Context: an optimization exercise on an open-source flow, tuned for a short achievable clock period and few clock cycles. The choices shown serve that exercise and are no tape-out recipe.
Where RTL was checked, it was by simulation tests only, not by an equivalence proof against the original.
For runs 1, 2, 4 and 5, only the layout was checked, not whether the RTL still works.
No activity file was given, so power comes from the tool's default toggle rates.

`flow/design.v`:
```
module rmap (
    input             clk,
    input             rst,
    input             cmd_valid,
    output            cmd_ready,
    input      [31:0] cmd_word,
    input      [31:0] cmd_data,
    output            rsp_valid,
    input             rsp_ready,
    output reg [3:0]  rsp_status,
    output     [31:0] rsp_rdata,
    output reg [1:0]  rsp_ebank,
    output reg [6:0]  rsp_eaddr,
    output reg [7:0]  rsp_esel,
    output reg [31:0] rsp_estatus,
    output            bus_req_valid,
    input             bus_req_ready,
    output            bus_req_write,
    output     [6:0]  bus_req_addr,
    output     [7:0]  bus_req_sel,
    output     [15:0] bus_req_wdata,
    input             bus_rsp_valid,
    input      [15:0] bus_rsp_rdata,
    input      [31:0] bus_rsp_status
);
    localparam [3:0] ST_OK          = 4'd0;
    localparam [3:0] ST_TRANSPORT   = 4'd1;
    localparam [3:0] ST_INVALID_SEL = 4'd2;
    localparam [3:0] ST_UNSUPPORTED = 4'd3;
    localparam [3:0] ST_INVALID_CMD = 4'd5;
    function [15:0] nswap(input [15:0] w);
        nswap = {w[11:8], w[15:12], w[3:0], w[7:4]};
    endfunction
    reg st_idle, st_req, st_out, st_rsp;     
    reg out_nl;              
    reg out_l;               
    reg        c_raw;        
    reg        c_mask;       
    reg        c_mux;        
    reg        c_set;        
    reg        c_gm;         
    reg        c_gp;         
    reg        c_rw;         
    reg        c_get;        
    reg        c_blast;      
    reg [7:0]  c_idx;        
    reg [3:0]  c_f1h;        
    reg [15:0] c_rfw;        
    reg [31:0] hm;           
    reg        q_b, q_wr;
    reg [1:0]  q_k;
    reg [7:0]  q_sel;
    reg        cur_b, cur_last;
    reg [1:0]  cur_k;
    reg [7:0]  cur_sel;
    reg [15:0] w_pass;       
    reg [15:0] w_fix;        
    reg [1:0]  c_slot;       
    reg [31:0] racc;         
    wire [3:0] op   = cmd_word[3:0];
    wire [3:0] feat = cmd_word[7:4];
    wire [1:0] bank = cmd_word[9:8];
    wire [7:0] idx  = cmd_word[23:16];
    wire [1:0] f    = feat[1:0];
    wire d_rw     = (op == 4'h1);
    wire d_ww     = (op == 4'h2);
    wire d_raw    = d_rw || d_ww;
    wire d_bankop = (op >= 4'h1) && (op <= 4'h6);
    wire d_muxm   = (op == 4'h9) || (op == 4'hA);
    wire d_mask   = (op == 4'h3) || (op == 4'h4) || d_muxm;
    wire d_lport  = (op == 4'h5) || (op == 4'h6);
    wire d_mport  = (op == 4'hB) || (op == 4'hC);
    wire d_port   = d_lport || d_mport;
    wire d_set    = (op == 4'h4) || (op == 4'h6) || (op == 4'hA) || (op == 4'hC);
    wire d_pol    = (f != 2'd0);
    wire bad_res  = (op == 4'h0) || (op == 4'h7) || (op == 4'h8) || (op >= 4'hD) ||
                    (cmd_word[15:10] != 6'd0) || (cmd_word[31:25] != 7'd0);
    wire bad_bank = d_bankop && (bank != 2'd1) && (bank != 2'd2);
    wire bad_feat = (d_mask || d_port) && (feat[3:2] != 2'd0);
    wire bad_port = (d_lport && (idx[7:4] != 4'd0)) || (d_mport && (idx[7:5] != 3'd0));
    wire bad_wr   = d_set && (f != 2'd0) && (f != 2'd3);
    wire d_legal  = !(bad_res || bad_bank || bad_feat || bad_port || bad_wr);
    wire [3:0] d_code = bad_res ? ST_INVALID_CMD :
                        (bad_bank || bad_feat || bad_port) ? ST_INVALID_SEL : ST_UNSUPPORTED;
    wire       d_b     = d_bankop ? bank[1] : (d_muxm ? 1'b0 : idx[4]);
    wire [1:0] d_k     = d_port ? idx[3:2] : 2'd0;
    wire [7:0] d_sel   = d_raw ? idx : {6'b000100, d_k};
    wire       d_blast = d_bankop ? bank[1] : (d_muxm ? 1'b1 : idx[4]);
    wire [15:0] d_rf   = d_mask ? (16'h1111 << f) : (16'd1 << {idx[1:0], f});
    wire cmd_acc   = st_idle && cmd_valid;
    wire acc_ok    = cmd_acc && d_legal;
    wire acc_bad   = cmd_acc && !d_legal;
    wire rsp_ok    = bus_rsp_valid && !bus_rsp_status[31];
    wire live_req  = st_out && !cur_last && rsp_ok;
    wire live_rsp  = st_out && cur_last && !c_get && rsp_ok;
    wire err       = st_out && bus_rsp_valid && bus_rsp_status[31];
    wire get_done  = st_out && cur_last && c_get && rsp_ok;
    rmap_vgate u_req_v (.hold(st_req), .arm(out_nl), .v(bus_rsp_valid),
                        .fail(bus_rsp_status[31]), .y(bus_req_valid));
    rmap_vgate u_rsp_v (.hold(st_rsp), .arm(out_l), .v(bus_rsp_valid),
                        .fail(bus_rsp_status[31]), .y(rsp_valid));
    wire   req_v     = st_req || live_req;
    wire   rsp_v     = st_rsp || live_rsp;
    wire   take      = req_v && bus_req_ready;
    wire   rsp_taken = rsp_v && rsp_ready;
    wire ns_idle = (st_idle && !cmd_valid) || rsp_taken;
    wire ns_req  = acc_ok || (req_v && !bus_req_ready);
    wire ns_out  = take || (st_out && !bus_rsp_valid);
    wire ns_rsp  = acc_bad || err || get_done || (rsp_v && !rsp_ready);
    function is_last(input b, input [1:0] k, input wr, input set, input mask, input blast);
        is_last = (!set || wr) && (!mask || (k == 2'd3 && b == blast));
    endfunction
    wire q_last  = is_last(q_b, q_k, q_wr, c_set, c_mask, c_blast);
    wire nl_next = take ? q_last : cur_last;
    reg       n_b, n_wr;
    reg [1:0] n_k;
    always @(*) begin
        n_b = q_b; n_k = q_k; n_wr = 1'b0;
        if (c_set && !q_wr) begin
            n_wr = 1'b1;
        end else if (q_k == 2'd3) begin
            n_b = 1'b1; n_k = 2'd0;
        end else begin
            n_k = q_k + 2'd1;
        end
    end
    wire [7:0] n_sel = c_raw ? c_idx : {6'b000100, n_k};
    wire [15:0] L = nswap(bus_rsp_rdata);
    wire [3:0] new4;
    genvar g;
    generate
        for (g = 0; g < 4; g = g + 1) begin : g_new4
            assign new4[g] = (c_f1h[0] &  L[4*g])   | (c_f1h[1] & ~L[4*g+1]) |
                             (c_f1h[2] & ~L[4*g+2]) | (c_f1h[3] & ~L[4*g+3]);
        end
    endgenerate
    assign bus_req_wdata = (w_pass & bus_rsp_rdata) | w_fix;
    assign rsp_rdata = racc;
    wire [31:0] hm_next = cmd_acc ? ((d_mask ? (d_muxm ? cmd_data : {16'd0, cmd_data[15:0]})
                                             : {32{cmd_word[24]}}) ^ {32{d_pol}}) :
                          (take && q_wr && c_mask) ? {4'd0, hm[31:4]} : hm;
    always @(posedge clk) begin
        if (rst) begin
            st_idle <= 1'b1;
            st_req  <= 1'b0;
            st_out  <= 1'b0;
            st_rsp  <= 1'b0;
            out_nl  <= 1'b0;
            out_l   <= 1'b0;
        end else begin
            st_idle <= ns_idle;
            st_req  <= ns_req;
            st_out  <= ns_out;
            st_rsp  <= ns_rsp;
            out_nl  <= ns_out && !nl_next;
            out_l   <= ns_out && nl_next && !c_get;
        end
    end
    always @(posedge clk) begin
        if (cmd_acc) begin
            c_raw   <= d_raw;
            c_mask  <= d_mask;
            c_mux   <= d_muxm;
            c_set   <= d_set;
            c_gm    <= (op == 4'h3) || (op == 4'h9);
            c_gp    <= (op == 4'h5) || (op == 4'hB);
            c_rw    <= d_rw;
            c_slot  <= idx[1:0];
            c_get   <= d_rw || (op == 4'h3) || (op == 4'h9) || (op == 4'h5) || (op == 4'hB);
            c_blast <= d_blast;
            c_idx   <= idx;
            c_f1h   <= 4'b0001 << f;
            c_rfw   <= nswap(d_rf);
        end
        hm <= hm_next;
    end
    always @(posedge clk) begin
        if (take) begin
            cur_b    <= q_b;
            cur_k    <= q_k;
            cur_sel  <= q_sel;
            cur_last <= q_last;
            q_b      <= n_b;
            q_k      <= n_k;
            q_wr     <= n_wr;
            q_sel    <= n_sel;
        end else if (cmd_acc) begin
            q_b      <= d_b;
            q_k      <= d_k;
            q_wr     <= d_ww;
            q_sel    <= d_sel;
        end
        w_pass <= ns_out ? ~c_rfw : 16'd0;
        if (ns_req)
            w_fix <= st_req  ? w_fix :
                     st_idle ? nswap(cmd_data[15:0]) :
                     (w_fix & ~w_pass) | (bus_rsp_rdata & w_pass);
        else
            w_fix <= c_rfw & nswap({{4{hm_next[3]}}, {4{hm_next[2]}}, {4{hm_next[1]}}, {4{hm_next[0]}}});
    end
    always @(posedge clk) begin
        if (cmd_acc)
            racc <= 32'd0;
        else if (st_out && rsp_ok) begin
            if (c_rw)
                racc <= {16'd0, L};
            else if (c_gp)
                racc <= {31'd0, new4[c_slot]};
            else if (c_gm)
                racc[{c_mux & cur_b, cur_k, 2'b00} +: 4] <= new4;
        end
        if (acc_bad)
            rsp_status <= d_code;
        else if (err)
            rsp_status <= ST_TRANSPORT;
        else if (!(st_rsp && !rsp_ready))
            rsp_status <= ST_OK;
        if (err) begin
            rsp_ebank   <= cur_b ? 2'd2 : 2'd1;
            rsp_eaddr   <= {5'b11000, cur_b, 1'b0};
            rsp_esel    <= cur_sel;
            rsp_estatus <= bus_rsp_status;
        end
    end
    assign cmd_ready     = st_idle;
    assign bus_req_write = q_wr;
    assign bus_req_addr  = {5'b11000, q_b, 1'b0};
    assign bus_req_sel   = q_sel;
endmodule
module rmap_vgate (
    input  hold,
    input  arm,
    input  v,
    input  fail,
    output y
);
    assign y = hold || (arm && v && !fail);
endmodule
```
`flow/flow/run.sh`:
```
#!/bin/bash
# Standard layout (the standard.sh), with the port buffers made of
# sky130_fd_sc_hd__buf_8 cells instead of the default delay-buffer cells.
export BUFFER_PORTS_ARGS="-buffer_cell sky130_fd_sc_hd__buf_8"
bash standard.sh > standard_run.log 2>&1
```
`flow/standard.sh`:
```
#!/bin/bash
# synth_recipe.tcl (not shown) runs the flow's synth.tcl, then flattens the netlist and writes it again
# the make line also repeats each setting of config.mk as NAME=value (left out here)
make -C /OpenROAD-flow-scripts/flow DESIGN_CONFIG=/design/flow/config.mk WORK_HOME=/design/flow/orfs CLKGATE_MAP_FILE= SYNTH_SCRIPT=/design/flow/synth_recipe.tcl "${@:-finish}"
```
`flow/config.mk`:
```
export PLATFORM = sky130hd
export DESIGN_NAME = rmap
export DESIGN_NICKNAME = rmap
export VERILOG_FILES = /design/flow/design.v
export SDC_FILE = /design/flow/constraint.sdc
export NUM_CORES = 4
export LEC_CHECK = 0
export CAP_MARGIN = 20
export CORE_MARGIN = 2
export CORE_UTILIZATION = 55
export PLACE_DENSITY = 0.7
export SETUP_SLACK_MARGIN = 3
export SLEW_MARGIN = 20
export SYNTH_HIERARCHICAL = 1
export SYNTH_MINIMUM_KEEP_SIZE = 0
```
`flow/constraint.sdc`:
```
create_clock -name core_clock -period 6.0 [get_ports {clk}]
set_input_delay 1.2000 -clock core_clock [delete_from_list [all_inputs] [get_ports {clk}]]
set_output_delay 1.2000 -clock core_clock [all_outputs]
set_load 0.01 [all_outputs]
```
==> key figures, run 1 <==
Logic synthesis
  • Post-synthesis xor/xnor area fraction: 2.88%
  • Cell count after synthesis: 926
  • Largest family of logic cells by synthesized area: simple AND/OR/NAND/NOR gates
  • Post-synth EDFFs: 149
  • Compound-gate portion of the synthesized area: 12.5%
  • Synth area leaders: edfxtp_1 46%, dfxtp_1 12%, nor2_1 5.0%
  • Simple-Gate Fraction of Synth Area: 16.7%
  • Unique masters post-synth: 65
  • Syn avg cell area: between 10 and 15 µm²
  • Sequential area share after synthesis: 58.1%
  • Area share of the largest cell type after synthesis: between 40 and 50%
  • Synth Area in Adders: 1.14%
  • Synth area leader: edfxtp_1
  • Main synth FF type: edfxtp_1
  • Netlist Area Pre-Place: about 10000 µm²
  • Mux contribution to synthesized area: 3.37%
  • Syn. warnings: 7
  • Yosys reg bits: 208
  • Fraction of registers with async set/reset: 0%

Clock tree
  • Root Driver: clkbuf_16
  • Postcts setup bufs: 0
  • Clk latency of the worst-skew pair: 0.50 ns
  • H-Tree Depth: 1
  • CTS Buffer Depth: 3
  • Clock transition at path regs: 0.06 ns
  • CTS tree: yes
  • Total CTS buffers: 22
  • CTS sink count: 208

Route
  • Antenna viol nets, final: 0
  • Vias per Instance: roughly 6
  • TritonRoute pass-1 iters: 6
  • Vias post-DR: 8088
  • DRC errors left: 0
  • Initial drt markers: 909
  • Post-Route WL: 27.7 mm
  • Post-DR wirelength/cell: between 20 and 25 µm

STA
  • Clock skew: 0.0150 ns
  • Setup TNS: 0 ns
  • Slew @ Worst Pin: between 1 and 1.5 ns
  • Slew headroom: about 28%
  • Final worst path period share: about half
  • RSZ-0062 raised after global routing: no
  • Final setup viols: 0
  • Slew Limit Fails: 0
  • Final hold viol count: 0
  • Peak Freq: 344 MHz
  • Hold Slack: 0.418 ns
  • Post-layout minimum cycle time: 2.90 ns

Placed design
  • Post-DP HPWL: roughly 19 mm
  • RD Place Congestion: slightly below 0.9
  • Post-Place Cell Area: 13100 µm²
  • Port bufs: 224

Global route
  • Initial antenna violation count: 0
  • GRT Resource Usage Total: 29.0%
  • Pin count of the biggest net entering global routing: 65
  • Vias in the first global route: 7704
  • Congestion Overflow GR: 0
  • Global-route wire length before repair: 42.1 mm

Floorplan
  • Die W: between 100 and 150 µm
  • Die area: 18800 µm²
  • Initial Util: 56.3%
  • Core Area: 17300 µm²
  • I/O pin total: 238
  • Overall die height: 137 µm
  • Row cnt: 48

Setup path
  • Kind of critical path: input port to output port
  • Reg2reg start: cur_k[0]
  • R2r endpoint: racc[5]
  • Endpoint class of the critical path: output port
  • Worst setup SP type: input port
  • Crit. Startpoint: bus_rsp_rdata[1]
  • R2r setup slk: 3.22 ns
  • Worst reg2reg path depth: 11
  • CP endpoint: bus_req_wdata[1]
  • CP Data Arrival Time: 1.70 ns
  • Worst path required time: roughly 4.8 ns
  • CP Max Fanout: 3

Finish
  • Fillers: 1055
  • Post-route cell area: ~14000 µm²
  • Multi-input gate area: 3640 µm²
  • Register Area: 5660 µm²
  • Share of layout cells above drive strength 1: around a quarter
  • Final layout net count: 1252
  • Area growth, synth to finish: 42.3%
  • # diodes: 0

Status
  • Run status: complete, no violations

Power and ir drop
  • Max IR drop VDD: 0.225 mV
  • Power Dens Cells: 250 nW/µm²
  • Leak Pwr: 5.37 nW

Flow run
  • Maxcap violations: 0

Worst hold path
  • Hold Path Depth: 0
  • Hold Path Class: flop to flop
## cells in the final DEF, fill, tap and decap left out, types with 30 or more instances in the layout
cell and count:
buf_8 224, edfxtp_1 149, nor2_1 130, nand2_1 79, a21oi_1 65, dfxtp_1 59
nand3_1 51, o21ai_0 49, inv_1 30, nand2b_1 30, xnor2_1 30
## power breakdown
part	switching [mW]	total [mW]	internal, mW
clock	0.547	1.34	0.790
sequential	0.0297	1.64	1.61
combinational	0.234	0.483	0.249
## flip-flops by register name (all words and copies together), names as in the netlist, 7 cells and up, named ones only
name and flops:
hm 32, racc 32, rsp_estatus 32, c_rfw 16, w_pass 16, cur_sel 8
q_sel 8, rsp_esel 8, c_idx 7
## synth_stat cells, drive strengths merged, types with 5 or more instances
cell type / number
nand2b: 31
xnor2: 30
mux2i: 26
a22oi: 16
edfxtp: 149
a21oi: 66
nand3: 51
dfxtp: 59
a222oi: 6
nor3: 21
inv: 32
and2: 5
clkbuf: 32
buf: 38
a31oi: 6
o21ai: 56
nor2: 131
nand2: 80
a221oi: 9
ha: 8
a22o: 6
## repair_timing
item	in CTS	in global routing
endpoints found under the setup margin	53	10
gates resized for setup	4	1
gates cloned	2	0
pin swaps	1	0
hold buffers	0	0
## area by class of cell
type | count | area share [%]
inverter | 32 | 0.903
sequential | 208 | 40.8
timing repair inverter | 1 | 0.0361
tap | 225 | 2.03
clock inverter | 7 | 0.235
timing repair buffer | 233 | 24.8
clock buffer | 33 | 4.95
multi-input combinational | 628 | 26.2
## per-layer routing
layer	vias up	track usage (%)	wire, µm
met3	46	4.81	2850
met2	480	48.3	13500
li1	3700	-	-
met1	3862	39.4	10800
met4	0	7.90	550
met5	-	0	0
## per-module statistics from Yosys (local to each module, per instance)
module / cells inside / times used / area (µm²)
rmap: 922 / 1 / 9710
rmap_vgate: 2 / 2 / 11.3
## worst max-delay path, stage by stage
cell and delay [ns]:
buf_8 0.10, nand2_1 0.10, nand2b_1 0.14, buf_8 0.16
## cells by family (layout without fill, tap and decap cells)
kind of cell	count (synthesis)	count (layout)
other	2	13
adders and majority gates	9	9
AOI/OAI and AO/OA	194	194
and+or+nand+nor	348	349
xor gates and xnor gates	32	32
DFF	208	208
buffers and inverters	102	306
muxes	31	31
## metrics by stage
| stage | total power, mW | utilization, % | setup slack [ns] | cells |
|---|---|---|---|---|
| 3_3_place_gp | 2.13 | 75.8 | 2.46 | 1324 |
| 2_1_floorplan | 1.89 | - | 3.01 | 937 |
| 5_1_grt | 3.56 | 80.1 | 3.02 | 1367 |
| 3_5_place_dp | 2.14 | 75.8 | 2.31 | 1324 |
| 4_1_cts | 3.47 | 80.0 | 3.08 | 1366 |
| 6_report | 3.46 | 80.1 | 3.10 | 1367 |
## worst min-delay path by stage
stage                             end       start  slack (ns)
after detailed placement  rsp_esel[0]  cur_sel[0]        0.41
final                     rsp_esel[0]  cur_sel[0]        0.42
after global routing      rsp_esel[0]  cur_sel[0]        0.44
after floorplan           rsp_esel[0]  cur_sel[0]        0.40
after global placement    rsp_esel[7]  cur_sel[7]        0.40
after CTS                 rsp_esel[0]  cur_sel[0]        0.42
==> inputs of run 2 (changes only) <==
--- a/flow/config.mk
+++ b/flow/config.mk
@@ -7,8 +7,8 @@
 export LEC_CHECK = 0
 export CAP_MARGIN = 20
 export CORE_MARGIN = 2
-export CORE_UTILIZATION = 55
-export PLACE_DENSITY = 0.7
+export CORE_UTILIZATION = 40
+export PLACE_DENSITY = 0.6
 export SETUP_SLACK_MARGIN = 3
 export SLEW_MARGIN = 20
 export SYNTH_HIERARCHICAL = 1
==> key figures, run 2 <==
Global route
  • Initial antenna violation count: 0
  • Congestion Overflow GR: 0
  • GRT Resource Usage Total: 21.2%
  • Global-route wire length before repair: 42.8 mm
  • Vias in the first global route: ~7.4k
  • Pin count of the biggest net entering global routing: 65

Finish
  • Multi-input gate area: 3640 µm²
  • Most common cell after layout, fill and taps aside: buf_8
  • Final layout net count: roughly 1.3k
  • Share of layout cells above drive strength 1: approximately 26%
  • # diodes: 0
  • Fillers: 2091
  • Biggest regs: hm x32, racc x32, rsp_estatus x32
  • Register Area: 5660 µm²
  • Area growth, synth to finish: 43.4%
  • Commonest cells after routing, fill and taps aside: 224 x buf_8, 149 x edfxtp_1, 130 x nor2_1

Clock tree
  • Clk latency of the worst-skew pair: 0.50 ns
  • Total CTS buffers: 23
  • Postcts setup bufs: 0
  • H-Tree Depth: 1
  • CTS Buffer Depth: 3
  • Root Driver: clkbuf_16
  • Clock transition at path regs: approximately 0.060 ns
  • CTS sink count: 208
  • Hold_buf cts: 0
  • CTS tree: yes

Logic synthesis
  • Synth area leader: edfxtp_1
  • Syn avg cell area: around 11 µm²
  • Area share of the largest cell type after synthesis: 46.0%
  • Post-synth EDFFs: between 100 and 150
  • Netlist Area Pre-Place: around 9700 µm²
  • Most frequent cell after synthesis: edfxtp_1
  • Sequential area share after synthesis: 58.1%
  • Cell count after synthesis: 926
  • Yosys reg bits: 208
  • Unique masters post-synth: 65
  • Synth top cells by count: 149 x edfxtp_1, 130 x nor2_1, 80 x nand2_1
  • Syn. warnings: 7
  • Main synth FF type: edfxtp_1
  • Synth area leaders: edfxtp_1 46%, dfxtp_1 12%, nor2_1 5.0%
  • Fraction of registers with async set/reset: 0%

Setup path
  • Kind of critical path: input port to output port
  • Crit path max-delay cell type: buf_8
  • Critical path cell sequence: buf_8, nand2_1, nand2b_1, buf_8
  • Max incr delay on CP: roughly 0.17 ns
  • CP most frequent cell: buf_8
  • Endpoint class of the critical path: output port
  • CP Max Fanout: 3
  • Worst path required time: approximately 4.8 ns
  • Worst setup SP type: input port
  • CP Data Arrival Time: 1.70 ns

Route
  • Antenna viol nets, final: 0
  • Vias post-DR: between 7k and 8k
  • DRC errors left: 0
  • TritonRoute pass-1 iters: 5
  • Post-DR wirelength/cell: 18.9 µm
  • Post-Route WL: roughly 28 mm
  • Vias per Instance: 5.25
  • Initial drt markers: 525

Power and ir drop
  • Comb pwr share: about 14%
  • Reg power frac: 48.2%
  • Clk pwr share: 38.1%
  • Leak Pwr: 5.36 nW
  • Sw Ratio: 23.5%
  • Power Dens Cells: between 200 and 250 nW/µm²
  • Sw Pwr: between 800 and 900 µW
  • Int Pwr: 2.62 mW
  • Max IR drop VDD: 0.140 mV

STA
  • Post-route worst setup slack: just over 3 ns
  • RSZ-0062 raised after global routing: no
  • Peak Freq: 345 MHz
  • Clock skew: 0.0107 ns
  • Final worst path period share: 48.3%
  • Slew Limit Fails: 0
  • Slew headroom: between 30% and 40%
  • Final setup viols: 0
  • Setup TNS: 0 ns
  • Post-layout minimum cycle time: a little under 3 ns
  • Final hold viol count: 0
  • Hold Slack: 0.417 ns
  • Slew @ Worst Pin: around 1.0 ns

Floorplan
  • Die area: 25600 µm²
  • Core Area: 24100 µm²
  • Die W: 160 µm
  • Initial Util: 40.4%
  • Row cnt: 57
  • Overall die height: 160 µm
  • I/O pin total: ~240

Status
  • Run status: complete, no violations

Placed design
  • Port bufs: 224
  • RD Place Congestion: approximately 0.85
  • Post-DP HPWL: ~20 mm
  • Setup WS pre-CTS: 2.31 ns

Flow run
  • Maxcap violations: 0

Worst hold path
  • Hold Path Class: flop to flop
## run 2: cell counts after synthesis
No cell type changed its count.
## run 2: kinds of logic after synthesis
group	synth area share [%]
AND/OR/NAND/NOR	16.7
flip-flops	58.1
AO/OA/AOI/OAI	12.5
buffers and inverters	5.30
XOR/XNOR	2.88
multiplexers	3.37
adder cells (fa/ha/maj)	1.14
other	0.0771
## run 2: worst paths after layout
check                   start  depth (start not counted)                to  slack (ns)
max          bus_rsp_rdata[1]                          4  bus_req_wdata[1]        3.10
min                cur_sel[0]                          0       rsp_esel[0]        0.42
max reg2reg          cur_k[0]                         10           racc[0]        3.35
min reg2reg        cur_sel[0]                          0       rsp_esel[0]        0.42
## run 2: power by group through the flow
| stage | logic, mW | clock network [mW] | registers (mW) |
|---|---|---|---|
| global placement | 0.467 | 0 | 1.68 |
| global route | 0.506 | 1.39 | 1.66 |
| CTS | 0.474 | 1.34 | 1.65 |
| floorplan | 0.230 | 0 | 1.66 |
| finish | 0.471 | 1.31 | 1.65 |
| detailed placement | 0.472 | 0 | 1.68 |
## run 2: layer usage
layer,routed length (µm),share of wire [%],vias up,global-route usage (%)
met5,0,0,-,0
met4,440,1.6,0,4.50
met3,1970,7.1,28,3.79
met2,12800,46,272,33.7
met1,12400,45,3688,30.4
li1,-,-,3707,-
## run 2: worst max-delay path: cells and delay by family
| family | cells | cell delay, ns |
|---|---|---|
| buf+inv | 2 | 0.28 |
| simple gates | 2 | 0.22 |
## run 2: metrics by stage
stage	total power, mW	cell area [µm²]	util (%)	instances
final	3.43	14000	57.9	1465
after global routing	3.55	14000	57.9	1465
after CTS	3.46	13900	57.8	1465
after detailed placement	2.15	13200	54.9	1423
after global placement	2.15	13200	54.8	1422
after floorplan	1.89	9780	-	937
## run 2: Yosys stat by module (local to each module, per instance)
| module | times used | area [µm²] |
|---|---|---|
| rmap | 1 | 9710 |
| rmap_vgate | 2 | 11.3 |
## run 2: area by class of cell
| class | instances | area share (%) |
|---|---|---|
| multi-input cells | 627 | 26.1 |
| clock buffers | 36 | 4.76 |
| well taps | 324 | 2.90 |
| flip-flops and latches | 208 | 40.5 |
| clock inverters | 5 | 0.197 |
| repair inverters | 1 | 0.0359 |
| repair buffers | 232 | 24.6 |
| inverters | 32 | 0.905 |
## run 2: what timing repair did
item,CTS,global route
setup endpoints to repair,55,25
cloned,1,0
resized for setup,4,3
==> inputs of run 3 (changes only) <==
--- a/flow/design.v
+++ b/flow/design.v
@@ -41,7 +41,6 @@
     reg        c_gm;         
     reg        c_gp;         
     reg        c_rw;         
-    reg        c_get;        
     reg        c_blast;      
     reg [7:0]  c_idx;        
     reg [3:0]  c_f1h;        
@@ -57,6 +56,8 @@
     reg [15:0] w_fix;        
     reg [1:0]  c_slot;       
     reg [31:0] racc;         
+    reg        e_rw;         
+    reg        c_dfr;        
     wire [3:0] op   = cmd_word[3:0];
     wire [3:0] feat = cmd_word[7:4];
     wire [1:0] bank = cmd_word[9:8];
@@ -92,9 +93,9 @@
     wire acc_bad   = cmd_acc && !d_legal;
     wire rsp_ok    = bus_rsp_valid && !bus_rsp_status[31];
     wire live_req  = st_out && !cur_last && rsp_ok;
-    wire live_rsp  = st_out && cur_last && !c_get && rsp_ok;
+    wire live_rsp  = st_out && cur_last && !c_dfr && rsp_ok;
     wire err       = st_out && bus_rsp_valid && bus_rsp_status[31];
-    wire get_done  = st_out && cur_last && c_get && rsp_ok;
+    wire get_done  = st_out && cur_last && c_dfr && rsp_ok;
     rmap_vgate u_req_v (.hold(st_req), .arm(out_nl), .v(bus_rsp_valid),
                         .fail(bus_rsp_status[31]), .y(bus_req_valid));
     rmap_vgate u_rsp_v (.hold(st_rsp), .arm(out_l), .v(bus_rsp_valid),
@@ -135,7 +136,13 @@
         end
     endgenerate
     assign bus_req_wdata = (w_pass & bus_rsp_rdata) | w_fix;
-    assign rsp_rdata = racc;
+    genvar gj;
+    generate
+        for (gj = 0; gj < 16; gj = gj + 1) begin : g_rsp
+            rmap_rdbit u (.r(racc[gj]), .erw(e_rw), .lj(L[gj]), .y(rsp_rdata[gj]));
+        end
+    endgenerate
+    assign rsp_rdata[31:16] = racc[31:16];
     wire [31:0] hm_next = cmd_acc ? ((d_mask ? (d_muxm ? cmd_data : {16'd0, cmd_data[15:0]})
                                              : {32{cmd_word[24]}}) ^ {32{d_pol}}) :
                           (take && q_wr && c_mask) ? {4'd0, hm[31:4]} : hm;
@@ -153,7 +160,7 @@
             st_out  <= ns_out;
             st_rsp  <= ns_rsp;
             out_nl  <= ns_out && !nl_next;
-            out_l   <= ns_out && nl_next && !c_get;
+            out_l   <= ns_out && nl_next && !c_dfr;
         end
     end
     always @(posedge clk) begin
@@ -166,7 +173,7 @@
             c_gp    <= (op == 4'h5) || (op == 4'hB);
             c_rw    <= d_rw;
             c_slot  <= idx[1:0];
-            c_get   <= d_rw || (op == 4'h3) || (op == 4'h9) || (op == 4'h5) || (op == 4'hB);
+            c_dfr   <= (op == 4'h3) || (op == 4'h9) || (op == 4'h5) || (op == 4'hB);
             c_blast <= d_blast;
             c_idx   <= idx;
             c_f1h   <= 4'b0001 << f;
@@ -199,6 +206,11 @@
             w_fix <= c_rfw & nswap({{4{hm_next[3]}}, {4{hm_next[2]}}, {4{hm_next[1]}}, {4{hm_next[0]}}});
     end
     always @(posedge clk) begin
+        if (ns_rsp) begin
+            e_rw <= 1'b0;
+        end else if (cmd_acc) begin
+            e_rw <= d_rw;
+        end
         if (cmd_acc)
             racc <= 32'd0;
         else if (st_out && rsp_ok) begin
@@ -236,3 +248,11 @@
 );
     assign y = hold || (arm && v && !fail);
 endmodule
+module rmap_rdbit (
+    input  r,
+    input  erw,
+    input  lj,
+    output y
+);
+    assign y = r || (erw && lj);
+endmodule
--- a/flow/config.mk
+++ b/flow/config.mk
@@ -9,7 +9,7 @@
 export CORE_MARGIN = 2
 export CORE_UTILIZATION = 40
 export PLACE_DENSITY = 0.6
-export SETUP_SLACK_MARGIN = 3
+export SETUP_SLACK_MARGIN = 4
 export SLEW_MARGIN = 20
 export SYNTH_HIERARCHICAL = 1
 export SYNTH_MINIMUM_KEEP_SIZE = 0
==> key figures, run 3 <==
Flow run
  • Maxcap violations: 0

Floorplan
  • Core Area: 25000 µm²
  • I/O pin total: 238
  • Die area: 26500 µm²
  • Initial Util: 40.4%
  • Overall die height: roughly 160 µm
  • Die W: 163 µm
  • Row cnt: 58

Finish
  • Share of layout cells above drive strength 1: 52.1%
  • # diodes: 0
  • Most common cell after layout, fill and taps aside: buf_8
  • Commonest cells after routing, fill and taps aside: 211 x buf_8, 149 x edfxtp_1, 99 x nor2_1
  • Fillers: 1738
  • Final non-filler cell total: 1671
  • Final layout net count: 1449
  • Area growth, synth to finish: 78.7%
  • Core Util, Final: between 70% and 80%
  • Biggest regs: hm x32, racc x32, rsp_estatus x32
  • Post-route cell area: ~18000 µm²

STA
  • Setup TNS: 0 ns
  • Clock skew: 0.0220 ns
  • Final hold viol count: 0
  • Final setup viols: 0
  • Hold Slack: around 0.42 ns
  • RSZ-0062 raised after global routing: yes
  • Slew @ Worst Pin: between 0.5 and 0.6 ns
  • Post-route worst setup slack: 3.15 ns
  • Final worst path period share: between 40% and 50%
  • Slew headroom: 59.9%
  • Post-layout minimum cycle time: 2.85 ns
  • Slew Limit Fails: 0
  • Peak Freq: ~350 MHz

Route
  • Vias per Instance: 5.36
  • Met3 wire length: 2.57 mm
  • Post-Route WL: between 30 and 40 mm
  • Vias post-DR: 8951
  • Top Metal Used: met4
  • Post-DR wirelength/cell: about 21 µm
  • Antenna viol nets, final: 0
  • Met2 wire len: 17.1 mm
  • DRC errors left: 0
  • M1 wire length: approximately 15 mm
  • Initial drt markers: roughly 820
  • TritonRoute pass-1 iters: 5

Clock tree
  • Root Driver: clkbuf_16
  • Hold_buf cts: 0
  • Clk latency of the worst-skew pair: between 0.5 and 0.6 ns
  • CTS sink count: 209
  • H-Tree Depth: 1
  • Clock transition at path regs: 0.06 ns
  • CTS tree: yes
  • Total CTS buffers: 24
  • CTS Buffer Depth: 3

Worst hold path
  • Hold Path Class: flop to flop

Logic synthesis
  • Most frequent cell after synthesis: edfxtp_1
  • Fraction of registers with async set/reset: 0%
  • Main synth FF type: edfxtp_1
  • Post-synth EDFFs: 149
  • Yosys reg bits: about 210
  • Unique masters post-synth: 65
  • Syn. warnings: 7
  • Synth area leaders: edfxtp_1 44%, dfxtp_1 12%, nor2_1 4.8%
  • Area share of the largest cell type after synthesis: 44.4%
  • Netlist Area Pre-Place: roughly 10000 µm²
  • Synth area leader: edfxtp_1
  • Sequential area share after synthesis: 56.3%
  • Syn avg cell area: approximately 10 µm²
  • Cell count after synthesis: 961
  • Synth top cells by count: 149 x edfxtp_1, 128 x nor2_1, 82 x nand2_1

Setup path
  • Worst setup SP type: input port
  • Endpoint class of the critical path: output port
  • CP Max Fanout: 3
  • Reg2reg start: st_out
  • Worst reg2reg path depth: 9
  • Worst path required time: 4.80 ns
  • Crit. Startpoint: bus_rsp_rdata[4]
  • Kind of critical path: input port to output port
  • R2r setup slk: approximately 3.7 ns
  • CP Data Arrival Time: 1.65 ns
  • CP endpoint: rsp_rdata[0]

Placed design
  • Post-DP HPWL: 21.1 mm
  • Setup WS pre-CTS: approximately 2.4 ns
  • RD Place Congestion: 0.803
  • Post-Place Cell Area: 14400 µm²
  • Port bufs: 224
  • Placed Cells: between 1k and 1.5k

Global route
  • Pin count of the biggest net entering global routing: 67
  • Vias in the first global route: 8727
  • Global-route wire length before repair: 52.0 mm
  • GRT Resource Usage Total: 25.6%
  • Congestion Overflow GR: 0
  • Initial antenna violation count: 0

Power and ir drop
  • Power Dens Cells: 209 nW/µm²
  • Total Power: 3.76 mW
  • Leak Pwr: 7.11 nW
  • Max IR drop VDD: 0.221 mV

Status
  • Run status: complete, no violations
-- run 3: critical path: stages --
cell and delay (ns):
buf_12 0.11, a21o_4 0.22, buf_8 0.12
-- run 3: cell families after synthesis --
logic type	share of synthesized area (%)
xor+xnor	2.87
simple gates	16.7
mux	3.35
fa+ha+maj	1.10
flops	56.3
compound gates	13.5
other cells	0.0745
buf+inv	6.13
-- run 3: worst min-delay path by stage --
stage                  end       start  cells after the start
2_1_floorplan  rsp_esel[0]  cur_sel[0]                      0
3_3_place_gp   rsp_esel[1]  cur_sel[1]                      0
3_5_place_dp   rsp_esel[0]  cur_sel[0]                      0
4_1_cts        rsp_esel[0]  cur_sel[0]                      0
5_1_grt        rsp_esel[4]  cur_sel[4]                      0
6_report       rsp_esel[3]  cur_sel[3]                      0
-- run 3: per-layer routing --
metal / vias up / GRT usage, %
li1: 4178 / -
met1: 4376 / 35.2
met5: - / 0
met2: 346 / 41.6
met4: 0 / 6.80
met3: 51 / 4.79
-- run 3: report_power, final --
| group | switching (mW) | internal (mW) | leakage [nW] |
|---|---|---|---|
| clock network | 0.583 | 0.800 | 0.359 |
| registers | 0.0390 | 1.62 | 1.94 |
| logic | 0.324 | 0.391 | 4.82 |
| total | 0.947 | 2.81 | 7.11 |
-- run 3: final cells by class --
| cell class | instances | area (µm²) | area share, % |
|---|---|---|---|
| sequential | 209 | 5700 | 31.7 |
| multi-input combinational | 661 | 5640 | 31.3 |
| timing repair buffer | 394 | 5340 | 29.7 |
| clock buffer | 30 | 644 | 3.58 |
| tap | 330 | 413 | 2.29 |
| inverter | 30 | 140 | 0.778 |
| clock inverter | 14 | 88.8 | 0.493 |
| timing repair inverter | 3 | 36.3 | 0.201 |
-- run 3: what timing repair did --
action	4_1_cts	5_1_grt
setup endpoints to repair	323	352
gates resized for setup	230	108
buffers inserted	122	34
cloned	17	7
pin swaps	63	53
-- run 3: per-module statistics from Yosys, one instance, submodules excluded --
module      times used  area (µm²)  cells
rmap                 1        9940    941
rmap_vgate           2        11.3      2
rmap_rdbit          16        7.51      1
Testbench counts of run 3, summed over its fixed seeds: cycles 30,911.
==> inputs of run 4 (changes only) <==
--- a/flow/design.v
+++ b/flow/design.v
@@ -135,7 +135,13 @@
                              (c_f1h[2] & ~L[4*g+2]) | (c_f1h[3] & ~L[4*g+3]);
         end
     endgenerate
-    assign bus_req_wdata = (w_pass & bus_rsp_rdata) | w_fix;
+    genvar gw;
+    generate
+        for (gw = 0; gw < 16; gw = gw + 1) begin : g_wd
+            rmap_rdbit u (.r(w_fix[gw]), .erw(w_pass[gw]), .lj(bus_rsp_rdata[gw]),
+                          .y(bus_req_wdata[gw]));
+        end
+    endgenerate
     genvar gj;
     generate
         for (gj = 0; gj < 16; gj = gj + 1) begin : g_rsp
==> key figures, run 4 <==
Status
  • Run status: complete, no violations

Power and ir drop
  • Sw Ratio: about a quarter
  • Clk pwr share: 37.9%
  • Leak Pwr: 7.14 nW
  • Power Dens Cells: 214 nW/µm²
  • Int Pwr: 2.87 mW
  • Max IR drop VDD: 0.153 mV
  • Sw Pwr: 933 µW
  • Comb pwr share: 18.9%
  • Reg power frac: 43.2%

Placed design
  • Placed Cells: 1445
  • Port bufs: 224
  • Post-DP HPWL: 21.4 mm
  • RD Place Congestion: 0.820

Setup path
  • CP most frequent cell: buf_8
  • Max incr delay on CP: 0.20 ns
  • R2r setup slk: between 3 and 4 ns
  • CP Max Fanout: 3
  • CP Data Arrival Time: 1.65 ns
  • Critical path cell sequence: buf_8, a21o_1, buf_8
  • Kind of critical path: input port to output port
  • Worst setup SP type: input port
  • Crit path max-delay cell type: a21o_1
  • Endpoint class of the critical path: output port
  • Worst path required time: 4.80 ns

STA
  • Final worst path period share: 47.5%
  • Setup TNS: 0 ns
  • Clock skew: 0.00724 ns
  • RSZ-0062 raised after global routing: yes
  • Slew Limit Fails: 0
  • Final setup viols: 0
  • Post-layout minimum cycle time: 2.85 ns
  • Slew headroom: 58.1%
  • Final hold viol count: 0
  • Peak Freq: around 350 MHz
  • Slew @ Worst Pin: around 0.63 ns

Clock tree
  • CTS tree: yes
  • CTS sink count: 209
  • Clock transition at path regs: 0.05 ns
  • Clk latency of the worst-skew pair: 0.51 ns
  • Root Driver: clkbuf_16
  • H-Tree Depth: 1
  • CTS Buffer Depth: 3
  • Total CTS buffers: 23

Logic synthesis
  • Syn avg cell area: 10.5 µm²
  • Cell count after synthesis: 963
  • Main synth FF type: edfxtp_1
  • Post-synth EDFFs: 149
  • Netlist Area Pre-Place: roughly 10000 µm²
  • Area share of the largest cell type after synthesis: 44.3%
  • Synth area leaders: edfxtp_1 44%, dfxtp_1 12%, nor2_1 4.1%
  • Yosys reg bits: 209
  • Fraction of registers with async set/reset: 0%
  • Syn. warnings: 7
  • Unique masters post-synth: 79
  • Most frequent cell after synthesis: edfxtp_1
  • Sequential area share after synthesis: 56.2%
  • Synth area leader: edfxtp_1
  • Synth top cells by count: 149 x edfxtp_1, 111 x nor2_1, 81 x nand2_1

Finish
  • Biggest regs: hm x32, racc x32, rsp_estatus x32
  • Multi-input gate area: between 5000 and 6000 µm²
  • Area growth, synth to finish: 75.4%
  • Fillers: 1788
  • # diodes: 0
  • Final non-filler cell total: 1678
  • Most common cell after layout, fill and taps aside: buf_8
  • Final layout net count: 1459
  • Register Area: 5700 µm²
  • Share of layout cells above drive strength 1: 50.0%
  • Commonest cells after routing, fill and taps aside: 215 x buf_8, 149 x edfxtp_1, 101 x buf_4

Global route
  • Pin count of the biggest net entering global routing: 41
  • GRT Resource Usage Total: between 20% and 30%
  • Vias in the first global route: 9023
  • Congestion Overflow GR: 0
  • Initial antenna violation count: 0
  • Global-route wire length before repair: 54.9 mm

Route
  • Vias post-DR: 9294
  • Vias per Instance: 5.54
  • Post-Route WL: approximately 37 mm
  • DRC errors left: 0
  • Post-DR wirelength/cell: between 20 and 25 µm
  • Antenna viol nets, final: 0
  • TritonRoute pass-1 iters: 6
  • Initial drt markers: 627

Floorplan
  • Row cnt: 58
  • I/O pin total: 238
  • Die W: 163 µm
  • Initial Util: a little over 40%
  • Die area: around 27000 µm²
  • Overall die height: 163 µm
  • Core Area: 25000 µm²

Flow run
  • Maxcap violations: 0

Worst hold path
  • Hold Path Class: flop to flop
-- run 4: cell types whose count changed in the layout (fill, tap and decap cells not counted), sizes merged, moves of 6 or more --
cell    change
a21o       +17
a22o       +22
a21oi      -16
nor2       -15
nand4       +6
mux2i      -22
buf         +7
o211ai      +6
nand2b     -17
o21ai      +22
-- run 4: cells by family (layout without fill, tap and decap cells) --
logic type / Yosys count / in the layout / share of synthesized area [%]
AOI/OAI and AO/OA: 261 / 267 / 17.0
xor gates and xnor gates: 33 / 33 / 2.94
adders and majority gates: 9 / 9 / 1.10
buffers and inverters: 119 / 477 / 6.11
DFF: 209 / 209 / 56.2
muxes: 10 / 10 / 1.16
other: 2 / 13 / 0.0743
and+or+nand+nor: 320 / 330 / 15.5
-- run 4: through the flow --
step	total power, mW	setup slack, ns	utilization [%]	hold slack, ns	area, µm²
2_1_floorplan	1.93	2.92	-	0.400	10800
3_3_place_gp	2.18	2.02	55.8	0.401	13900
3_5_place_dp	2.18	2.21	55.8	0.405	13900
4_1_cts	3.77	3.16	68.4	0.418	17100
5_1_grt	3.92	3.15	71.0	0.424	17700
6_report	3.80	3.15	71.0	0.417	17700
-- run 4: power by group through the flow --
stage,Combinational (mW),Sequential [mW],Clock [mW]
after global routing,0.755,1.65,1.52
after floorplan,0.268,1.66,0
after detailed placement,0.510,1.67,0
after CTS,0.670,1.64,1.46
after global placement,0.508,1.67,0
final,0.717,1.64,1.44
-- run 4: what timing repair did --
action,4_1_cts,5_1_grt
pin swaps,116,68
resized for setup,246,72
hold buffers,0,0
setup endpoints to repair,391,320
setup buffers,124,40
gates cloned,29,0
-- run 4: layout make-up --
class	count	area share, %
flip-flops and latches	209	32.2
repair buffers	400	30.3
multi-input cells	662	29.7
clock buffers	28	3.35
well taps	330	2.33
inverters	33	0.967
clock inverters	12	0.883
repair inverters	4	0.219
-- run 4: metal layers --
| layer | GRT usage (%) | wire (µm) | vias to the layer above |
|---|---|---|---|
| li1 | - | - | 4275 |
| met1 | 36.3 | 14800 | 4503 |
| met2 | 45.1 | 18100 | 441 |
| met3 | 4.81 | 2770 | 75 |
| met4 | 9.29 | 1050 | 0 |
| met5 | 0 | 0 | - |
-- run 4: per-module statistics from Yosys, one instance, submodules excluded --
| module | cell area (µm²) | cells | flops+latches |
|---|---|---|---|
| rmap_vgate | 11.3 | 2 | 0 |
| rmap_rdbit | 7.51 | 1 | 0 |
| rmap | 9840 | 927 | 209 |
-- run 4: final timing paths --
kind,end,cells past startpoint,startpoint
worst max-delay path,bus_req_wdata[1],3,bus_rsp_rdata[1]
worst min-delay path,rsp_esel[1],0,cur_sel[1]
worst max register to register,racc[30],7,c_rw
worst min register to register,rsp_esel[1],0,cur_sel[1]
-- run 4: critical path, delay by kind of cell --
kind	cells	cell delay, ns
buffers and inverters	2	0.25
AOI/OAI and AO/OA	1	0.20
==> inputs of run 5 (changes only) <==
--- a/flow/design.v
+++ b/flow/design.v
@@ -32,6 +32,7 @@
         nswap = {w[11:8], w[15:12], w[3:0], w[7:4]};
     endfunction
     reg st_idle, st_req, st_out, st_rsp;     
+    reg st_req_n, st_rsp_n;                  
     reg out_nl;              
     reg out_l;               
     reg        c_raw;        
@@ -54,8 +55,10 @@
     reg [7:0]  cur_sel;
     reg [15:0] w_pass;       
     reg [15:0] w_fix;        
+    reg [15:0] w_fix_n;      
     reg [1:0]  c_slot;       
     reg [31:0] racc;         
+    reg [15:0] racc_n;       
     reg        e_rw;         
     reg        c_dfr;        
     wire [3:0] op   = cmd_word[3:0];
@@ -96,10 +99,12 @@
     wire live_rsp  = st_out && cur_last && !c_dfr && rsp_ok;
     wire err       = st_out && bus_rsp_valid && bus_rsp_status[31];
     wire get_done  = st_out && cur_last && c_dfr && rsp_ok;
-    rmap_vgate u_req_v (.hold(st_req), .arm(out_nl), .v(bus_rsp_valid),
-                        .fail(bus_rsp_status[31]), .y(bus_req_valid));
-    rmap_vgate u_rsp_v (.hold(st_rsp), .arm(out_l), .v(bus_rsp_valid),
-                        .fail(bus_rsp_status[31]), .y(rsp_valid));
+    wire fail_n, req_n1, rsp_n1;
+    rmap_inv   u_fail_n (.a(bus_rsp_status[31]), .y(fail_n));
+    rmap_nand3 u_req_a  (.a(out_nl), .b(bus_rsp_valid), .c(fail_n), .y(req_n1));
+    rmap_nand2 u_req_b  (.a(st_req_n), .b(req_n1), .y(bus_req_valid));
+    rmap_nand3 u_rsp_a  (.a(out_l), .b(bus_rsp_valid), .c(fail_n), .y(rsp_n1));
+    rmap_nand2 u_rsp_b  (.a(st_rsp_n), .b(rsp_n1), .y(rsp_valid));
     wire   req_v     = st_req || live_req;
     wire   rsp_v     = st_rsp || live_rsp;
     wire   take      = req_v && bus_req_ready;
@@ -138,24 +143,48 @@
     genvar gw;
     generate
         for (gw = 0; gw < 16; gw = gw + 1) begin : g_wd
-            rmap_rdbit u (.r(w_fix[gw]), .erw(w_pass[gw]), .lj(bus_rsp_rdata[gw]),
-                          .y(bus_req_wdata[gw]));
+            wire n1;
+            rmap_nand2 ua (.a(w_pass[gw]), .b(bus_rsp_rdata[gw]), .y(n1));
+            rmap_nand2 ub (.a(w_fix_n[gw]), .b(n1), .y(bus_req_wdata[gw]));
         end
     endgenerate
     genvar gj;
     generate
         for (gj = 0; gj < 16; gj = gj + 1) begin : g_rsp
-            rmap_rdbit u (.r(racc[gj]), .erw(e_rw), .lj(L[gj]), .y(rsp_rdata[gj]));
+            wire n1;
+            rmap_nand2 ua (.a(e_rw), .b(L[gj]), .y(n1));
+            rmap_nand2 ub (.a(racc_n[gj]), .b(n1), .y(rsp_rdata[gj]));
         end
     endgenerate
     assign rsp_rdata[31:16] = racc[31:16];
     wire [31:0] hm_next = cmd_acc ? ((d_mask ? (d_muxm ? cmd_data : {16'd0, cmd_data[15:0]})
                                              : {32{cmd_word[24]}}) ^ {32{d_pol}}) :
                           (take && q_wr && c_mask) ? {4'd0, hm[31:4]} : hm;
+    reg [31:0] racc_next;
+    always @(*) begin
+        racc_next = racc;
+        if (cmd_acc)
+            racc_next = 32'd0;
+        else if (st_out && rsp_ok) begin
+            if (c_rw)
+                racc_next = {16'd0, L};
+            else if (c_gp)
+                racc_next = {31'd0, new4[c_slot]};
+            else if (c_gm)
+                racc_next[{c_mux & cur_b, cur_k, 2'b00} +: 4] = new4;
+        end
+    end
+    wire [15:0] w_fix_next =
+        ns_req ? (st_req  ? w_fix :
+                  st_idle ? nswap(cmd_data[15:0]) :
+                  (w_fix & ~w_pass) | (bus_rsp_rdata & w_pass)) :
+                 c_rfw & nswap({{4{hm_next[3]}}, {4{hm_next[2]}}, {4{hm_next[1]}}, {4{hm_next[0]}}});
     always @(posedge clk) begin
         if (rst) begin
             st_idle <= 1'b1;
             st_req  <= 1'b0;
+            st_req_n <= 1'b1;
+            st_rsp_n <= 1'b1;
             st_out  <= 1'b0;
             st_rsp  <= 1'b0;
             out_nl  <= 1'b0;
@@ -163,6 +192,8 @@
         end else begin
             st_idle <= ns_idle;
             st_req  <= ns_req;
+            st_req_n <= !ns_req;
+            st_rsp_n <= !ns_rsp;
             st_out  <= ns_out;
             st_rsp  <= ns_rsp;
             out_nl  <= ns_out && !nl_next;
@@ -204,12 +235,8 @@
             q_sel    <= d_sel;
         end
         w_pass <= ns_out ? ~c_rfw : 16'd0;
-        if (ns_req)
-            w_fix <= st_req  ? w_fix :
-                     st_idle ? nswap(cmd_data[15:0]) :
-                     (w_fix & ~w_pass) | (bus_rsp_rdata & w_pass);
-        else
-            w_fix <= c_rfw & nswap({{4{hm_next[3]}}, {4{hm_next[2]}}, {4{hm_next[1]}}, {4{hm_next[0]}}});
+        w_fix   <= w_fix_next;
+        w_fix_n <= ~w_fix_next;
     end
     always @(posedge clk) begin
         if (ns_rsp) begin
@@ -217,16 +244,8 @@
         end else if (cmd_acc) begin
             e_rw <= d_rw;
         end
-        if (cmd_acc)
-            racc <= 32'd0;
-        else if (st_out && rsp_ok) begin
-            if (c_rw)
-                racc <= {16'd0, L};
-            else if (c_gp)
-                racc <= {31'd0, new4[c_slot]};
-            else if (c_gm)
-                racc[{c_mux & cur_b, cur_k, 2'b00} +: 4] <= new4;
-        end
+        racc   <= racc_next;
+        racc_n <= ~racc_next[15:0];
         if (acc_bad)
             rsp_status <= d_code;
         else if (err)
@@ -245,20 +264,24 @@
     assign bus_req_addr  = {5'b11000, q_b, 1'b0};
     assign bus_req_sel   = q_sel;
 endmodule
-module rmap_vgate (
-    input  hold,
-    input  arm,
-    input  v,
-    input  fail,
+module rmap_inv (
+    input  a,
     output y
 );
-    assign y = hold || (arm && v && !fail);
-endmodule
-module rmap_rdbit (
-    input  r,
-    input  erw,
-    input  lj,
+    assign y = !a;
+endmodule
+module rmap_nand2 (
+    input  a,
+    input  b,
     output y
 );
-    assign y = r || (erw && lj);
-endmodule
+    assign y = !(a && b);
+endmodule
+module rmap_nand3 (
+    input  a,
+    input  b,
+    input  c,
+    output y
+);
+    assign y = !(a && b && c);
+endmodule
==> key figures, run 5 <==
Status
  • Run status: complete, no violations

Setup path
  • Worst path required time: 6.43 ns
  • Worst setup SP type: input port
  • Critical path cell sequence: buf_12, maj3_2, and2_4, or4_4, and4bb_4, buf_12, nor4_4, buf_4, a22o_1
  • CP Max Fanout: 7
  • Kind of critical path: input port to flop
  • Critical path's top delay family: simple AND/OR/NAND/NOR gates
  • R2r setup slk: about 3.6 ns
  • Endpoint class of the critical path: flop
  • Crit path max-delay cell type: or4_4
  • Crit path buffers/inverters: 3
  • CP most frequent cell: buf_12
  • Max incr delay on CP: 0.52 ns
  • CP Data Arrival Time: 3.29 ns

Finish
  • Final layout net count: 1522
  • # diodes: 0
  • Post-route cell area: 18900 µm²
  • Share of layout cells above drive strength 1: roughly half
  • Biggest regs: hm x32, racc x32, rsp_estatus x32
  • Most common cell after layout, fill and taps aside: buf_8
  • Commonest cells after routing, fill and taps aside: 209 x buf_8, 133 x edfxtp_1, 96 x buf_4
  • Area growth, synth to finish: 75.1%

STA
  • Clock skew: about 0.021 ns
  • Slew Limit Fails: 0
  • Post-route worst setup slack: 3.14 ns
  • Slew @ Worst Pin: 0.979 ns
  • RSZ-0062 raised after global routing: yes
  • Final worst path period share: 47.6%
  • Peak Freq: around 350 MHz
  • Setup TNS: 0 ns
  • Final hold viol count: 0
  • Post-layout minimum cycle time: 2.86 ns
  • Slew headroom: 34.5%
  • Final setup viols: 0

Floorplan
  • Initial Util: 40.3%
  • Overall die height: 168 µm
  • I/O pin total: 238
  • Die area: approximately 28000 µm²
  • Row cnt: 60
  • Die W: ~170 µm
  • Core Area: 26700 µm²

Logic synthesis
  • Syn. warnings: 7
  • Synth top cells by count: 133 x edfxtp_1, 121 x nand2_1, 110 x dfxtp_1
  • Synth area leader: edfxtp_1
  • Most frequent cell after synthesis: edfxtp_1
  • Area share of the largest cell type after synthesis: about 37%
  • Syn avg cell area: around 10 µm²
  • Yosys reg bits: around 240
  • Netlist Area Pre-Place: 10800 µm²
  • Unique masters post-synth: 61
  • Fraction of registers with async set/reset: 0%
  • Main synth FF type: edfxtp_1
  • Synth area leaders: edfxtp_1 37%, dfxtp_1 20%, nand2_1 4.2%
  • Post-synth EDFFs: approximately 130
  • Sequential area share after synthesis: between 50% and 60%
  • Cell count after synthesis: about 1.0k

Placed design
  • Setup WS pre-CTS: around 1.8 ns
  • Port bufs: 224
  • RD Place Congestion: 0.835
  • Post-Place Cell Area: 15100 µm²
  • Post-DP HPWL: 22.0 mm

Route
  • Initial drt markers: 588
  • Vias per Instance: 5.45
  • Vias post-DR: 9577
  • Post-DR wirelength/cell: 21.4 µm
  • Antenna viol nets, final: 0
  • TritonRoute pass-1 iters: 4
  • DRC errors left: 0
  • Post-Route WL: 37.7 mm

Power and ir drop
  • Total Power: 4.20 mW
  • Leak Pwr: 7.77 nW
  • Power Dens Cells: 223 nW/µm²
  • Max IR drop VDD: 0.193 mV

Global route
  • Global-route wire length before repair: between 50 and 60 mm
  • Vias in the first global route: 9110
  • Pin count of the biggest net entering global routing: 92
  • GRT Resource Usage Total: 25.6%
  • Congestion Overflow GR: 0
  • Initial antenna violation count: 0

Clock tree
  • H-Tree Depth: 1
  • Total CTS buffers: 27
  • CTS Buffer Depth: 3
  • CTS tree: yes
  • Clk latency of the worst-skew pair: 0.54 ns
  • Clock transition at path regs: 0.06 ns
  • Hold_buf cts: 0
  • CTS sink count: between 200 and 250
  • Root Driver: clkbuf_16

Worst hold path
  • Hold Path Class: flop to flop

Flow run
  • Maxcap violations: 0
run 5: cell types whose count changed in the layout (fill, tap and decap cells not counted), moves of 17 or more:
| cell | delta |
|---|---|
| nand2_1 | -23 |
| a21oi_1 | +26 |
| a21o_1 | -17 |
| dfxtp_1 | +51 |
| a21oi_4 | +19 |
| a21oi_2 | -21 |
| nand2_4 | +54 |
run 5: per-module statistics from Yosys (local to each module, per instance):
module      times used  area (µm²)
rmap_inv             1        3.75
rmap_nand2          66        3.75
rmap_nand3           2        5.00
rmap                 1       10500
run 5: final timing paths:
check	from	end	cells past startpoint
max	cmd_word[1]	w_fix[0]	9
min	cur_sel[5]	rsp_esel[5]	0
max reg2reg	st_idle	w_fix[0]	7
min reg2reg	cur_sel[5]	rsp_esel[5]	0
run 5: per-layer routing:
metal | wire length (µm) | part of all wire, % | GRT usage (%) | vias up
li1 | - | - | - | 4474
met1 | 16300 | 43 | 34.8 | 4721
met2 | 18500 | 49 | 43.9 | 325
met3 | 2090 | 5.5 | 3.74 | 57
met4 | 869 | 2.3 | 5.21 | 0
met5 | 0 | 0 | 0 | -
run 5: kinds of logic (layout without fill, tap and decap cells):
family / after synthesis / after routing / share of synthesized area [%]
compound gates: 250 / 251 / 14.7
xor+xnor: 34 / 34 / 2.77
fa+ha+maj: 8 / 8 / 0.918
buf+inv: 116 / 461 / 5.62
flops: 243 / 243 / 57.5
mux: 7 / 7 / 0.767
other cells: 2 / 13 / 0.0698
simple gates: 387 / 400 / 17.6
run 5: power by group:
group / internal [mW] / switching (mW)
registers: 1.83 / 0.0429
clock network: 0.889 / 0.666
logic: 0.408 / 0.358
total: 3.13 / 1.07
run 5: timing repair:
item | 4_1_cts | 5_1_grt
resized for setup | 197 | 126
pin swaps | 103 | 61
gates cloned | 19 | 4
setup buffers | 112 | 35
setup endpoints to repair | 395 | 367
run 5: through the flow:
| step | utilization, % | std cells | hold slack, ns |
|---|---|---|---|
| finish | 70.5 | 1758 | 0.417 |
| global route | 70.5 | 1758 | 0.426 |
| CTS | 66.9 | 1719 | 0.417 |
| detailed placement | 56.5 | 1539 | 0.407 |
| global placement | 56.5 | 1539 | 0.403 |
| floorplan | - | 1058 | 0.400 |
run 5: area by class of cell:
| type | count | area (µm²) |
|---|---|---|
| clock buffer | 41 | 778 |
| clock inverter | 8 | 41.3 |
| fill | 1894 | 7870 |
| inverter | 27 | 129 |
| multi-input combinational | 713 | 6070 |
| sequential | 243 | 6220 |
| tap | 341 | 427 |
| timing repair buffer | 383 | 5170 |
| timing repair inverter | 2 | 17.5 |
==> inputs of run 6 (changes only) <==
--- a/flow/design.v
+++ b/flow/design.v
@@ -85,7 +85,8 @@
     wire bad_wr   = d_set && (f != 2'd0) && (f != 2'd3);
     wire d_legal  = !(bad_res || bad_bank || bad_feat || bad_port || bad_wr);
     wire [3:0] d_code = bad_res ? ST_INVALID_CMD :
-                        (bad_bank || bad_feat || bad_port) ? ST_INVALID_SEL : ST_UNSUPPORTED;
+                        (bad_bank || bad_feat || bad_port) ? ST_INVALID_SEL :
+                        bad_wr ? ST_UNSUPPORTED : ST_OK;
     wire       d_b     = d_bankop ? bank[1] : (d_muxm ? 1'b0 : idx[4]);
     wire [1:0] d_k     = d_port ? idx[3:2] : 2'd0;
     wire [7:0] d_sel   = d_raw ? idx : {6'b000100, d_k};
@@ -174,11 +175,12 @@
                 racc_next[{c_mux & cur_b, cur_k, 2'b00} +: 4] = new4;
         end
     end
+    wire [31:0] hm_run = (take && q_wr && c_mask) ? {4'd0, hm[31:4]} : hm;
     wire [15:0] w_fix_next =
-        ns_req ? (st_req  ? w_fix :
-                  st_idle ? nswap(cmd_data[15:0]) :
-                  (w_fix & ~w_pass) | (bus_rsp_rdata & w_pass)) :
-                 c_rfw & nswap({{4{hm_next[3]}}, {4{hm_next[2]}}, {4{hm_next[1]}}, {4{hm_next[0]}}});
+        st_idle ? nswap(cmd_data[15:0]) :
+        (req_v && !bus_req_ready) ? (st_req ? w_fix :
+                                     (w_fix & ~w_pass) | (bus_rsp_rdata & w_pass)) :
+        c_rfw & nswap({{4{hm_run[3]}}, {4{hm_run[2]}}, {4{hm_run[1]}}, {4{hm_run[0]}}});
     always @(posedge clk) begin
         if (rst) begin
             st_idle <= 1'b1;
@@ -239,14 +241,13 @@
         w_fix_n <= ~w_fix_next;
     end
     always @(posedge clk) begin
-        if (ns_rsp) begin
+        if (cmd_acc)
+            e_rw <= d_rw;
+        else if (ns_rsp)
             e_rw <= 1'b0;
-        end else if (cmd_acc) begin
-            e_rw <= d_rw;
-        end
         racc   <= racc_next;
         racc_n <= ~racc_next[15:0];
-        if (acc_bad)
+        if (cmd_acc)
             rsp_status <= d_code;
         else if (err)
             rsp_status <= ST_TRANSPORT;
==> key figures, run 6 <==
Status
  • Run status: complete, no violations

Finish
  • Share of layout cells above drive strength 1: 53.6%
  • # diodes: 0
  • Biggest regs: hm x32, racc x32, rsp_estatus x32
  • Register Area: around 6200 µm²
  • Multi-input gate area: about 5900 µm²
  • Final layout net count: 1462
  • Commonest cells after routing, fill and taps aside: 207 x buf_8, 134 x edfxtp_1, 92 x dfxtp_1
  • Area growth, synth to finish: 74.7%
  • Final non-filler cell total: 1692
  • Fillers: 1848
  • Post-route cell area: 18700 µm²
  • Most common cell after layout, fill and taps aside: buf_8
  • Core Util, Final: 71.5%

Floorplan
  • Core Area: between 20000 and 30000 µm²
  • Row cnt: 59
  • Overall die height: 168 µm
  • Die area: between 20000 and 30000 µm²
  • I/O pin total: 238
  • Die W: between 150 and 200 µm
  • Initial Util: 40.9%

Setup path
  • R2r setup slk: 3.72 ns
  • Kind of critical path: input port to output port
  • Worst reg2reg path depth: 8
  • Worst setup SP type: input port
  • Endpoint class of the critical path: output port
  • Crit path max-delay cell type: buf_12
  • Reg2reg start: cur_k[1]
  • Worst path required time: 4.80 ns
  • CP Data Arrival Time: roughly 1.6 ns
  • Critical path cell sequence: buf_12, inv_12, nand3_4, nand2_2, buf_8
  • R2r endpoint: racc[1]
  • Max incr delay on CP: approximately 0.11 ns
  • CP Max Fanout: 2
  • Crit. Startpoint: bus_rsp_status[31]

Route
  • DRC errors left: 0
  • Vias per Instance: 5.54
  • Initial drt markers: 745
  • Post-Route WL: 37.0 mm
  • Antenna viol nets, final: 0
  • TritonRoute pass-1 iters: 5
  • Post-DR wirelength/cell: roughly 22 µm
  • Vias post-DR: 9375

Logic synthesis
  • Synth Area in Adders: less than 1%
  • Syn avg cell area: 10.8 µm²
  • Mux contribution to synthesized area: 0.875%
  • Largest family of logic cells by synthesized area: compound AO/OA/AOI/OAI gates
  • Synth top cells by count: 137 x nand2_1, 134 x edfxtp_1, 109 x dfxtp_1
  • Cell count after synthesis: 995
  • Post-synthesis xor/xnor area fraction: 0.653%
  • Most frequent cell after synthesis: nand2_1
  • Synth area leader: edfxtp_1
  • Post-synth EDFFs: 134
  • Sequential area share after synthesis: 57.9%
  • Synth area leaders: edfxtp_1 38%, dfxtp_1 20%, nand2_1 4.8%
  • Main synth FF type: edfxtp_1
  • Simple-Gate Fraction of Synth Area: 15.2%
  • Area share of the largest cell type after synthesis: 37.5%
  • Yosys reg bits: between 200 and 250
  • Unique masters post-synth: 70
  • Netlist Area Pre-Place: 10700 µm²
  • Compound-gate portion of the synthesized area: 19.1%
  • Fraction of registers with async set/reset: 0%
  • Syn. warnings: 7

Clock tree
  • CTS tree: yes
  • Clock transition at path regs: 0.06 ns
  • CTS sink count: 243
  • Total CTS buffers: 26
  • Root Driver: clkbuf_16
  • H-Tree Depth: 1
  • CTS Buffer Depth: 3
  • Clk latency of the worst-skew pair: about 0.52 ns

Placed design
  • Placed Cells: 1487
  • Port bufs: around 220
  • Post-DP HPWL: 23.1 mm
  • Post-Place Cell Area: around 15000 µm²
  • Setup WS pre-CTS: 2.44 ns
  • RD Place Congestion: approximately 0.8

STA
  • Post-layout minimum cycle time: 2.80 ns
  • Clock skew: between 0.006 and 0.007 ns
  • RSZ-0062 raised after global routing: yes
  • Peak Freq: 357 MHz
  • Final worst path period share: 46.7%
  • Final setup viols: 0
  • Slew headroom: 50.6%
  • Final hold viol count: 0
  • Setup TNS: 0 ns
  • Slew Limit Fails: 0
  • Post-route worst setup slack: 3.20 ns
  • Hold Slack: 0.414 ns
  • Slew @ Worst Pin: 0.740 ns

Power and ir drop
  • Leak Pwr: 7.68 nW
  • Power Dens Cells: 228 nW/µm²
  • Total Power: 4.26 mW
  • Max IR drop VDD: 0.177 mV

Global route
  • GRT Resource Usage Total: 25.9%
  • Congestion Overflow GR: 0
  • Initial antenna violation count: 0
  • Vias in the first global route: 9176
  • Pin count of the biggest net entering global routing: 32
  • Global-route wire length before repair: 55.7 mm

Worst hold path
  • Hold endpoint: rsp_esel[6]
  • Hold Path Class: flop to flop
  • Hold Path Depth: 0
  • Hold path startpoint: cur_sel[6]

Flow run
  • Maxcap violations: 0
==> run 6: power by group <==
part,total (mW),internal (mW),switching (mW),leakage (nW)
Clock,1.65,0.990,0.664,0.447
Combinational,0.723,0.383,0.340,5.04
Sequential,1.89,1.83,0.0511,2.18
Total,4.26,3.21,1.06,7.68
==> run 6: cells by family after synthesis <==
family / after synthesis
compound gates: 263
xor+xnor: 8
fa+ha+maj: 8
buf+inv: 111
flops: 243
mux: 8
other cells: 2
simple gates: 352
==> run 6: worst max-delay path by stage <==
stage	endpoint	slack, ns	cells past startpoint
after floorplan	hm[13]	3.21	8
after global placement	racc[19]	2.49	7
after detailed placement	racc[16]	2.44	7
after CTS	rsp_valid	3.21	5
after global routing	bus_req_valid	3.19	5
final	rsp_valid	3.20	5
==> run 6: layout make-up <==
type                       count  area share (%)
clock buffer                  44            4.67
clock inverter                 4           0.114
inverter                      27           0.721
multi-input combinational    660            31.5
sequential                   243            33.3
tap                          335            2.24
timing repair buffer         373            27.1
timing repair inverter         6           0.381
==> run 6: per-module statistics from Yosys, one instance, submodules excluded <==
module / flops+latches / copies in the design
rmap: 243 / 1
rmap_nand3: 0 / 2
rmap_inv: 0 / 1
rmap_nand2: 0 / 66
==> run 6: metal layers <==
metal	global-route usage, %	share of wire [%]	vias to the layer above
li1	-	-	4416
met1	36.0	44	4590
met2	43.4	49	322
met3	3.31	5.2	47
met4	5.75	1.6	0
met5	0	0	-
==> run 6: repair_timing <==
action                     CTS  global route
gates resized for setup    207           111
cloned                      23             0
buffers inserted           108            26
hold buffers                 0             0
pin swaps                   84            67
setup endpoints to repair  398           360
==> run 6: worst max-delay path: cells and delay by family <==
kind          cells  cell delay [ns]
buf+inv           3             0.27
simple gates      2             0.13
Testbench counts of run 6, summed over its fixed seeds: cycles 30,911.

[afterwards: timing with drivers on the ports]
The flow's constraints put no driver on any port. The routed layouts listed below were extracted and timed again, unchanged, in two steps.
Step 1 assumes that a clkbuf_16 drives the clock port and a buf_2 every other input.
Step 2 adds t to the input delays and takes it off the output delays; t is the mean of the earliest and latest rising clock arrival at the registers after step 1. Input paths then give back, and output paths get back, about the clock's delay inside the block.
Three values: ideal ports, drivers, drivers and shift; two values: the first two.
run | t, ns | setup slack, ns | hold slack, ns | worst data-port slew with drivers (ns)
run 1 | 0.534 | 3.096 / 3.032 / 2.591 | 0.418 / 0.418 / 0.418 | 0.08
run 2 | 0.542 | 3.104 / 3.061 / 2.585 | 0.417 / 0.417 / 0.417 | 0.09
run 3 | 0.564 | 3.146 / 3.100 / 2.775 | 0.422 / 0.422 / 0.422 | 0.11
run 4 | 0.554 | 3.153 / 3.104 / 2.628 | 0.417 / 0.417 / 0.417 | 0.18
run 5 | 0.581 | 3.142 / 3.141 / 2.569 | 0.417 / 0.417 / 0.417 | 0.10
run 6 | 0.571 | 3.198 / 3.128 / 2.782 | 0.414 / 0.414 / 0.414 | 0.09
After both steps every run listed still meets setup and hold. For run 5, which loses most, drivers alone change the setup slack by -0.001 ns; drivers and shift together by -0.573 ns.
